From an optimization exercise on the open Yosys and OpenROAD flow, aimed at small area; shortcuts taken in it are not production practice.
Function was checked by simulation only, so behaviour that the tests miss may differ from the original.
Power is estimated from default activity; no workload was simulated.

fjord:
## mansos_demod
module mansos_demod (
    input  wire        clk,
    input  wire        rst,           
    input  wire        start,         
    output wire        raw_re,        
    output wire [7:0]  raw_addr,
    input  wire [7:0]  raw_rdata,
    output wire        busy,
    output reg         done,          
    output wire [2:0]  result,
    output wire [1:0]  halt_state,
    output wire [3:0]  bit_len,
    output wire [6:0]  bit_count,
    output wire        over,          
    output wire [3:0]  nbytes,
    output wire [63:0] frame_out
);
Size in the first run: roughly 630 cells after synthesis, about 110 I/O pins.
Settings: LEC_CHECK=0, CAP_MARGIN=20, CORE_MARGIN=2, CORE_UTILIZATION=40, SLEW_MARGIN=20; clock period 18.0 ns.
standard.sh (not shown) runs the stock make flow with config.mk's settings and CLKGATE_MAP_FILE= SYNTH_SCRIPT=/design/flow/synth_recipe.tcl, a recipe that flattens the netlist after the stock synthesis.
==> flow/flow/run.sh <==
#!/bin/bash
# The standard layout (standard.sh: standard synthesis, floorplan, place,
# CTS, route, finish), with one change: the port buffers that global
# placement inserts on every input and output use sky130_fd_sc_hd__buf_1
# instead of the cell buffer_ports picks by default.
set -euo pipefail
export BUFFER_PORTS_ARGS="-buffer_cell sky130_fd_sc_hd__buf_1"
bash standard.sh > standard.log 2>&1
fjord was carried through to the last stage, and its layout satisfied the timing, design-rule and antenna checks.
What zinc does differently from fjord at the input level:
# fjord
export LEC_CHECK = 0
export CAP_MARGIN = 20
export CORE_MARGIN = 2
export CORE_UTILIZATION = 40
export SLEW_MARGIN = 20
create_clock -name core_clock -period 18.0 [get_ports {clk}]
# zinc
export LEC_CHECK = 0
export CAP_MARGIN = 20
export CORE_MARGIN = 2
export CORE_UTILIZATION = 60
export CTS_BUF_LIST = sky130_fd_sc_hd__clkbuf_8
export CTS_CLUSTER_DIAMETER = 150
export CTS_CLUSTER_SIZE = 30
export SLEW_MARGIN = 20
create_clock -name core_clock -period 18.0 [get_ports {clk}]
==> flow/run.sh (new file) <==
#!/bin/bash
# synth_recipe.tcl (not shown) runs the flow's synth.tcl, then flattens the netlist and writes it again
# the make line also repeats each setting of config.mk as NAME=value (left out here)
make -C /OpenROAD-flow-scripts/flow DESIGN_CONFIG=/design/flow/config.mk WORK_HOME=/design/flow/orfs CLKGATE_MAP_FILE= SYNTH_SCRIPT=/design/flow/synth_recipe.tcl finish
removed: flow/flow/run.sh
removed: flow/standard.sh
### Flow results
Core util | zinc vs fjord | zinc higher
zinc vs. fjord: aggregate routed wire length has increased; critical path data arrival time has increased; detailed-routed wire length on met2 has increased.
A most common library cell in the layout ignoring fill and taps of sky130_fd_sc_hd__clkdlybuf4s50_1 is what zinc shows, while sky130_fd_sc_hd__buf_1 belongs to fjord.
#### Input delta (maple over zinc)
# zinc
export LEC_CHECK = 0
export CAP_MARGIN = 20
export CORE_MARGIN = 2
export CORE_UTILIZATION = 60
export CTS_BUF_LIST = sky130_fd_sc_hd__clkbuf_8
export CTS_CLUSTER_DIAMETER = 150
export CTS_CLUSTER_SIZE = 30
export SLEW_MARGIN = 20
create_clock -name core_clock -period 18.0 [get_ports {clk}]
# maple
export LEC_CHECK = 0
export CAP_MARGIN = 20
export CORE_MARGIN = 2
export CORE_UTILIZATION = 40
export CTS_BUF_LIST = sky130_fd_sc_hd__clkbuf_8
export SLEW_MARGIN = 20
create_clock -name core_clock -period 18.0 [get_ports {clk}]
[summary]
- The run showing the smaller final standard cell area without fillers is zinc.
- Between zinc and maple, the clock power share is lower for maple.
- Diff zinc -> maple: hold slack was more or less identical; total via count in the routed design went down by 160; synthesized cell count was more or less identical.
- For the number of standard cells in the layout, taps in and fillers out, maple came in about 9% higher than zinc did.
- Re residual overflow from global routing: no difference whatsoever between zinc and maple.
--- input diff maple..amber ---
# maple
export LEC_CHECK = 0
export CAP_MARGIN = 20
export CORE_MARGIN = 2
export CORE_UTILIZATION = 40
export CTS_BUF_LIST = sky130_fd_sc_hd__clkbuf_8
export SLEW_MARGIN = 20
create_clock -name core_clock -period 18.0 [get_ports {clk}]
# amber
export LEC_CHECK = 0
export CAP_MARGIN = 20
export CORE_MARGIN = 2
export CORE_UTILIZATION = 40
export SLEW_MARGIN = 20
create_clock -name core_clock -period 18.0 [get_ports {clk}]
Results
- Status: via count parity (amber, maple)
- Any difference in ratio of routed vias to standard cells between amber and maple is small enough to ignore.
- Delta (amber minus maple): met2 track utilization from global routing neither gained nor lost much, proportion of power drawn by combinational gates has decreased, switching fraction of total power lower, overall power of the completed layout went up about 13%.
- In the flow results for maple and amber, the cell area is larger on amber.
- Utilization was higher in amber than in maple.
- The lower slew at the pin closest to its max-slew limit of maple and amber is in amber.

## static timing again, ports no longer ideal
Ports are ideal in the flow. The routed layouts listed here were re-timed in OpenROAD. Step 1: set_driving_cell puts a clkbuf_16 on clk and a buf_2 on each other input, an assumption about the parent block. Step 2 times the ports against the registers' clock, not the clock port: input delays grow and output delays shrink by t, the midpoint of the rising clock arrivals with the driver on. Three values: no drivers, after step 1, after step 2; two values: the first two.
| run | t (ns) | slack for setup (ns) | worst slew at a driven data input, ns |
|---|---|---|---|
| fjord | 0.460 | 9.119 / 9.119 / 9.119 | 0.03 |
| zinc | 0.474 | 8.928 / 8.928 / 8.928 | 0.03 |
| maple | 0.475 | 8.964 / 8.964 / 8.964 | 0.03 |
| amber | 0.455 | 9.012 / 9.012 / 9.012 | 0.03 |
After both steps setup and hold are still met in every run listed.
